This is an optimization exercise on Yosys and OpenROAD, whose aim is small area, a short achievable clock period and few clock cycles per item, not a production implementation.
Power is estimated from default activity; no workload was simulated. No driver is modelled on the clock port, so clocking that relies on it looks cheaper here than on a real chip.

== build 64 ==
Design rle_plane_enc, start of the top module:
module rle_plane_enc (
    input  wire       clk,
    input  wire       rst,
    input  wire       in_valid,
    output reg        in_ready,
    input  wire [7:0] in_data,
    input  wire       in_last,
    output reg        out_valid,
    input  wire       out_ready,
    output reg  [7:0] out_data,
    output reg        out_last
);
    localparam integer N  = 128;    
    localparam integer PW = 7;      
    localparam integer M  = 8;      
    localparam [1:0] T_DEAD = 2'd0, T_LIT = 2'd1, T_RUN = 2'd2, T_RUNL = 2'd3;
    localparam [1:0] K_RUN = 2'd0, K_SOS = 2'd1, K_NEXT = 2'd2;
    reg [7:0] wd0, wd1, wd2, wd3, wd4;
    reg       wl0, wl1, wl2, wl3, wl4;
    reg       we0, we1, we2, we3, we4;
    reg [4:0] wv;                
    reg [7:0] lastb;             
    wire acc = in_valid && in_ready;
    wire in_eq = (in_data == lastb);
    reg [6:0] scnt;       
    reg       sc0, sc124, sc125, sc126, sc127;    
    reg       srun;       
    reg [6:0] lcnt;       
    reg       lc0, lc127, lge2;                   
    reg       lone;       
    reg       cont;       
    localparam integer FD = 4;
    reg [8:0] hq [0:FD-1];
    reg [1:0] hq_wp, hq_rp;
    reg [2:0] hq_n;
    reg       hq_full;
    wire hq_empty = (hq_n == 3'd0);
    reg [11:0] rq0, rq1;         
    reg [1:0]  rq_n;
    reg        rq_room;
  ...
==> flow/config.mk <==
export PLATFORM = sky130hd
export DESIGN_NAME = rle_plane_enc
export DESIGN_NICKNAME = rle_plane_enc
export VERILOG_FILES = /design/flow/design.v
export SDC_FILE = /design/flow/constraint.sdc
export NUM_CORES = 4
export LEC_CHECK = 0
export CAP_MARGIN = 20
export CORE_MARGIN = 2
export CORE_UTILIZATION = 40
export SLEW_MARGIN = 20
==> flow/constraint.sdc <==
create_clock -name core_clock -period 10.0 [get_ports {clk}]
set_input_delay 2.0000 -clock core_clock [delete_from_list [all_inputs] [get_ports {clk}]]
set_output_delay 2.0000 -clock core_clock [all_outputs]
set_load 0.01 [all_outputs]
standard.sh (not shown) runs the stock make flow with config.mk's settings and CLKGATE_MAP_FILE= SYNTH_SCRIPT=/design/flow/synth_recipe.tcl, a recipe that flattens the netlist after the stock synthesis.
==> flow/flow/run.sh <==
#!/bin/bash
# Standard ORFS layout (the standard.sh, standard synthesis unchanged),
# with timing repair aiming for 7 ns of setup slack at the 10 ns clock and
# clock tree synthesis without dummy loads.
set -euo pipefail
bash standard.sh SETUP_SLACK_MARGIN=7 \
  "CTS_ARGS=-sink_clustering_enable -repair_clock_nets -dont_use_dummy_load" \
  finish > flow.log 2>&1
Build 64 finished all stages; the layout is clean.
Relative to build 64, the following input files were edited for build 73:
==> flow/flow/run.sh <==
#!/bin/bash
# Standard ORFS layout (the standard.sh, standard synthesis unchanged),
# with timing repair aiming for 7 ns of setup slack at the 10 ns clock.
set -euo pipefail
bash standard.sh SETUP_SLACK_MARGIN=7 finish > flow.log 2>&1
Findings:
- Diff build 64 -> build 73 | setup slack | decrease of 0.021 ns
- Maximum frequency: build 73 lower than build 64
- As far as critical path depth goes, build 64 and build 73 are indistinguishable; the numbers are identical.
- Compared with build 64, build 73 shows number of nets in the final layout that has gone down slightly.
- On hold slack, build 64 loses to build 73.
- The more densely filled core belongs to build 73, not build 64.
- Of build 73 and build 64, build 73 shows the higher clock period minus final worst setup slack, with build 64 below it.
- Wire: build 73 routes more than build 64
- Delta (build 73 minus build 64): via count now sits higher; clock latency reported for the late side of the worst-skew pair increased by 0.02 ns relative to the old numbers.
Setup changes, build 73 to build 96
==> flow/flow/run.sh <==
#!/bin/bash
# Standard ORFS layout (the standard.sh, standard synthesis unchanged),
# with timing repair aiming for 7 ns of setup slack at the 10 ns clock and
# clock tree synthesis with larger sink clusters and no dummy loads.
set -euo pipefail
bash standard.sh SETUP_SLACK_MARGIN=7 \
  "CTS_ARGS=-sink_clustering_enable -repair_clock_nets -dont_use_dummy_load -sink_clustering_size 30 -sink_clustering_max_diameter 120 -buf_list sky130_fd_sc_hd__clkbuf_16" \
  finish > flow.log 2>&1
==> comparison <==
The final reports for build 96 and build 73 show clock-pin transition on the worst setup and hold timing paths higher in the former.
Looking at diode insertion count for antenna repair, build 96 sits 1 lower than build 73 does.
Build 96 — power 21% lower, build 73 as reference
Via count in build 96 is 4.4% lower than in build 73
Of build 73 and build 96, build 73 shows the higher post-route clock period utilization, with build 96 below it.
Re wire length of the first global-routing pass: build 73 was higher than build 96.
Build 96: post-layout minimum cycle time is 0.036 ns lower than what build 73 reported.
Between build 73 and build 96, met1 global-route usage is lower for build 96, build 73 comes in above that.
Taking build 96 over build 73, the clock buffer instance count of the final layout ratio works out to 0.28.
No run of this note included a check of the RTL's function; only the layout flow was run.

---

The RTL this note starts from:
==> flow/design.v <==
module rle_plane_enc (
    input  wire       clk,
    input  wire       rst,
    input  wire       in_valid,
    output reg        in_ready,
    input  wire [7:0] in_data,
    input  wire       in_last,
    output reg        out_valid,
    input  wire       out_ready,
    output reg  [7:0] out_data,
    output reg        out_last
);
    localparam integer N  = 132;    
    localparam integer PW = 8;      
    localparam integer M  = 8;      
    localparam [1:0] T_DEAD = 2'd0, T_LIT = 2'd1, T_RUN = 2'd2, T_RUNL = 2'd3;
    reg [7:0] wd0, wd1, wd2, wd3, wd4;
    reg       wl0, wl1, wl2, wl3, wl4;
    reg [2:0] wc;
    wire acc = in_valid && in_ready;
    reg [7:0] sval;       
    reg [6:0] scnt;       
    reg       srun;       
    reg [6:0] lcnt;       
    reg       lone;       
    reg       cont;       
    localparam integer FD = 4;
    reg [8:0] hq [0:FD-1];
    reg [1:0] hq_wp, hq_rp;
    reg [2:0] hq_n;
    wire hq_full  = (hq_n == FD);
    wire hq_empty = (hq_n == 0);
    reg [10*N-1:0] ring;
    reg [PW-1:0]   ptr;         
    reg [PW-1:0]   dy;          
    reg            fa;          
    reg            clr;         
    wire [1:0] tap_tag = ring[10*N-1 -: 2];
    wire [7:0] tap_dat = ring[10*N-3 -: 8];
    wire [1:0] n2_tag  = ring[10*(N-1)-1 -: 2];
    wire       pey     = (dy == N-1);           
    reg [7:0] lrem;       
    reg       shortf;     
    reg       vdone;      
    reg       eopc;       
    localparam integer OQ = 3;
    reg [8:0] oq [0:OQ-1];
    reg [1:0] oq_wp, oq_rp;
    reg [1:0] oq_n;
    reg       can_out;    
    wire la_ok = (wc >= 3'd4) || (wc >= 3'd1 && wl0) || (wc >= 3'd2 && wl1) ||
                 (wc >= 3'd3 && wl2);
    wire e_ok  = (wc != 3'd0) && la_ok;
    wire eq01 = (wd1 == wd0);
    wire eq02 = (wd2 == wd0);
    wire eq03 = (wd3 == wd0);
    wire new_str = (scnt == 7'd0) || (wd0 != sval) || (scnt == 7'd127);
    wire run_start = new_str && !wl0 && !wl1 && !wl2 && eq01 && eq02 && eq03;
    wire is_run = new_str ? run_start : srun;
    wire is_lit = !is_run;
    wire [6:0] c1 = scnt + 7'd1;                  
    wire b1 = !wl0 && eq01 && (c1 != 7'd127);     
    wire b2 = b1 && !wl1 && eq02 && (c1 != 7'd126);
    wire end1 = b1 && (wl1 || c1 == 7'd126 || !eq02);
    wire end2 = b2 && (wl2 || c1 == 7'd125 || !eq03);
    wire run_cont = !new_str && srun;
    wire rq_val = run_cont && end1;
    wire rq_hdr = run_cont && end2;
    wire rq_lit = is_lit;
    wire rq_any = rq_lit || rq_val || rq_hdr;
    wire [7:0] lcnt1 = {1'b0, lcnt} + 8'd1;
    wire lone1  = (lcnt == 7'd0) ? !cont : (lone && !new_str);
    wire lclose = rq_lit && (wl0 || lcnt1 == 8'd128);
    wire rclose = run_start && (lcnt != 7'd0);
    wire push   = lclose || rclose;
    wire [7:0] hdr_l = (lone1 && lcnt1 >= 8'd2) ? (8'd128 + lcnt1) : lcnt1;
    wire [7:0] hdr_r = (lone && lcnt >= 7'd2) ? (8'd128 + {1'b0, lcnt}) : {1'b0, lcnt};
    wire [8:0] push_ent = rclose ? {hdr_r, 1'b0} : {hdr_l, wl0};
    wire sos = (lcnt == 7'd0);
    wire [7:0] w_dat = rq_hdr ? (8'd128 + {1'b0, c1} + 8'd2) : wd0;
    wire [1:0] w_tag = rq_lit ? T_LIT : (rq_val && wl1) ? T_RUNL : T_RUN;
    wire tap_live = (tap_tag != T_DEAD) && !clr;
    wire is_head  = tap_live && fa;
    wire head_lit = (tap_tag == T_LIT);
    wire lit_ok   = (lrem != 8'd0);
    wire take_drop = is_head && head_lit && lit_ok && vdone;
    wire take_out  = is_head && can_out && (head_lit ? (lit_ok && !vdone) : 1'b1);
    wire consume   = take_drop || take_out;
    wire skip      = is_head && !consume;
    wire fa_next = fa ? (skip ? pey : 1'b1) : pey;
    wire slot0_free = fa && (!tap_live || consume);
    reg  near_free;                  
    integer j;
    always @(*) begin
        near_free = 1'b0;
        for (j = 1; j < M; j = j + 1)
            if (dy == j && ring[10*(j-1)+9 -: 2] == T_DEAD && !clr)
                near_free = 1'b1;
    end
    wire lit_next = rq_lit && !sos;
    wire wr_ok = lit_next ? ((dy == 0) ? slot0_free : near_free)
                          : (slot0_free && (!rq_lit || dy != 0));
    wire adv   = e_ok && (!rq_any || wr_ok) && (!push || !hq_full);
    wire write = adv && rq_any;
    wire [PW-1:0] wslot = lit_next ? dy : {PW{1'b0}};
    wire [8:0] hq_head = hq[hq_rp];
    wire hdr_go = !clr && (lrem == 8'd0) && !consume && can_out && !hq_empty &&
                  (n2_tag == T_LIT) && fa_next;
    wire [7:0] hh = hq_head[8:1];
    wire h_short = hh[7] && (hh[6:0] != 7'd0);
    wire       opush = take_out || hdr_go;
    wire [7:0] odat  = hdr_go ? hh : tap_dat;
    wire       olast = hdr_go ? 1'b0 :
                       head_lit ? (eopc && (shortf || lrem == 8'd1)) :
                       (tap_tag == T_RUNL);
    reg [10*N-1:0] ring_n;
    integer i;
    always @(*) begin
        ring_n = {ring[10*(N-1)-1:0],
                  {((clr || consume) ? T_DEAD : tap_tag), tap_dat}};
        for (i = 0; i < M; i = i + 1)
            if (write && wslot == i)
                ring_n[10*i+9 -: 10] = {w_tag, w_dat};
    end
    wire [2:0] wc_a = wc - {2'b0, adv};      
    wire [2:0] wc_n = wc_a + {2'b0, acc};
    wire out_pop  = out_valid && out_ready;
    wire out_room = !out_valid || out_ready;      
    wire oq_empty = (oq_n == 2'd0);
    wire o_load_q = out_room && !oq_empty;
    wire o_load_d = out_room && oq_empty && opush;
    wire oq_push  = opush && !o_load_d;
    wire [1:0] oq_n_n = oq_n + {1'b0, oq_push} - {1'b0, o_load_q};
    always @(posedge clk) begin
        if (adv) begin
            wd0 <= wd1; wl0 <= wl1;
            wd1 <= wd2; wl1 <= wl2;
            wd2 <= wd3; wl2 <= wl3;
            wd3 <= wd4; wl3 <= wl4;
        end
        if (acc) begin
            case (wc_a)
                3'd0: begin wd0 <= in_data; wl0 <= in_last; end
                3'd1: begin wd1 <= in_data; wl1 <= in_last; end
                3'd2: begin wd2 <= in_data; wl2 <= in_last; end
                3'd3: begin wd3 <= in_data; wl3 <= in_last; end
                default: begin wd4 <= in_data; wl4 <= in_last; end
            endcase
        end
        ring <= ring_n;
        if (adv && push) hq[hq_wp] <= push_ent;
        if (oq_push) oq[oq_wp] <= {olast, odat};
        if (o_load_q) begin
            out_data <= oq[oq_rp][7:0];
            out_last <= oq[oq_rp][8];
        end else if (o_load_d) begin
            out_data <= odat;
            out_last <= olast;
        end
        if (rst) begin
            wc       <= 3'd0;
            in_ready <= 1'b0;
            scnt     <= 7'd0;
            srun     <= 1'b0;
            lcnt     <= 7'd0;
            lone     <= 1'b0;
            cont     <= 1'b0;
            hq_wp    <= 2'd0;
            hq_rp    <= 2'd0;
            hq_n     <= 3'd0;
            ptr      <= {PW{1'b0}};
            dy       <= {PW{1'b0}};
            fa       <= 1'b1;
            clr      <= 1'b1;
            lrem     <= 8'd0;
            shortf   <= 1'b0;
            vdone    <= 1'b0;
            eopc     <= 1'b0;
            out_valid <= 1'b0;
            oq_wp    <= 2'd0;
            oq_rp    <= 2'd0;
            oq_n     <= 2'd0;
            can_out  <= 1'b0;
        end else begin
            wc       <= wc_n;
            in_ready <= (wc_n != 3'd5);
            if (adv) begin
                sval <= wd0;
                scnt <= wl0 ? 7'd0 : (new_str ? 7'd1 : c1);
                srun <= is_run;
                if (rq_lit) begin
                    if (lclose) begin
                        lcnt <= 7'd0;
                        cont <= !wl0;
                    end else begin
                        lcnt <= lcnt1[6:0];
                        lone <= lone1;
                    end
                end else if (run_start) begin
                    lcnt <= 7'd0;
                    cont <= 1'b0;
                end else if (wl0) begin
                    cont <= 1'b0;
                end
            end
            if (adv && push) hq_wp <= hq_wp + 2'd1;
            if (hdr_go) hq_rp <= hq_rp + 2'd1;
            hq_n <= hq_n + {2'b0, adv && push} - {2'b0, hdr_go};
            ptr <= (ptr == N-1) ? {PW{1'b0}} : ptr + 1'b1;
            if (ptr == N-1) clr <= 1'b0;
            if (write && wslot == 0)
                dy <= {PW{1'b0}};
            else if (!write)
                dy <= (dy == N-1) ? {PW{1'b0}} : dy + 1'b1;
            fa  <= fa_next;
            if (hdr_go) begin
                lrem   <= h_short ? {6'd0, hh[1:0]} : hh;
                shortf <= h_short;
                vdone  <= 1'b0;
                eopc   <= hq_head[0];
            end else if (consume && head_lit) begin
                lrem  <= lrem - 8'd1;
                vdone <= shortf && (lrem != 8'd1);
            end
            if (out_room) out_valid <= o_load_q || o_load_d;
            if (oq_push) oq_wp <= (oq_wp == OQ-1) ? 2'd0 : oq_wp + 2'd1;
            if (o_load_q) oq_rp <= (oq_rp == OQ-1) ? 2'd0 : oq_rp + 2'd1;
            oq_n    <= oq_n_n;
            can_out <= (oq_n_n != OQ);
        end
    end
endmodule
clock: 10.0 ns
lec_check: 0
cap_margin: 20
core_margin: 2
core_utilization: 40
slew_margin: 20
run.sh (not shown) runs the stock make flow with config.mk's settings and CLKGATE_MAP_FILE= SYNTH_SCRIPT=/design/flow/synth_recipe.tcl, a recipe that flattens the netlist after the stock synthesis.
Stock flow here: none of the scripts above is used.
The baseline produced a clean layout.
Then changed:
- CTS_BUF_LIST: unset -> sky130_fd_sc_hd__clkbuf_4
- CTS_CLUSTER_SIZE: unset -> 30
Outcome: The new run ran to the end with no violations. Synthesized area stays the same. Worst hold slack loses 0.036 ns. Final cell count climbs by about 10%. Via count climbs by about 8%. Clock power drops by about 9%.
Then changed:
- ABC_CLOCK_PERIOD_IN_PS: unset -> 3000
- CTS_BUF_LIST: sky130_fd_sc_hd__clkbuf_4 -> sky130_fd_sc_hd__clkbuf_2 sky130_fd_sc_hd__clkbuf_4
- CTS_CLUSTER_SIZE: 30 -> 40
Outcome: Final area barely changes. Via count rose slightly. Worst hold slack loses 0.038 ns. Maximum frequency hardly moves. Total power is about the same. Synthesized area is unchanged. Cell count hardly moves. Synthesized cell count stays the same. Routed wire length is about the same. Utilization is about the same. Setup slack gains 0.0081 ns.
No functional check of the RTL was part of any run of this note.

-- afterwards: timing with drivers on the ports --
Ports are ideal in the flow. The routed layouts listed here were re-timed in OpenROAD. Step 1 sets driving cells, clkbuf_16 on the clock port and buf_2 on the other inputs (assumed; they add their load-dependent delay and slew). Step 2 moves the port delays by t, midway between the first and last clock arrival at a register: inputs arrive t later, outputs are due t later. That takes back most of the time a late clock gives input paths. Three values: no drivers, after step 1, after step 2; two values: the first two.
run | t, ns | setup slack, ns | worst register clock-pin slew, ns | pins driven straight from the clock port
build 64 | 0.735 | 6.785 / 6.726 / 6.360 | 0.06 / 0.06 | 1
build 73 | 0.761 | 6.764 / 6.705 / 6.304 | 0.06 / 0.06 | 1
build 96 | 0.676 | 6.799 / 6.740 / 6.403 | 0.12 / 0.12 | 1
the first run of note 2 | 0.780 | 4.150 / 4.150 / 4.150 | 0.07 / 0.07 | 1
the second run of note 2 | 1.115 | 4.223 / 4.223 / 4.223 | 0.07 / 0.07 | 1
the third run of note 2 | 1.133 | 4.231 / 4.231 / 4.231 | 0.07 / 0.07 | 1
After both steps setup and hold are still met in every run listed. The setup slack of build 73, which loses most, moves by -0.059 ns with the drivers and by -0.460 ns with both steps.
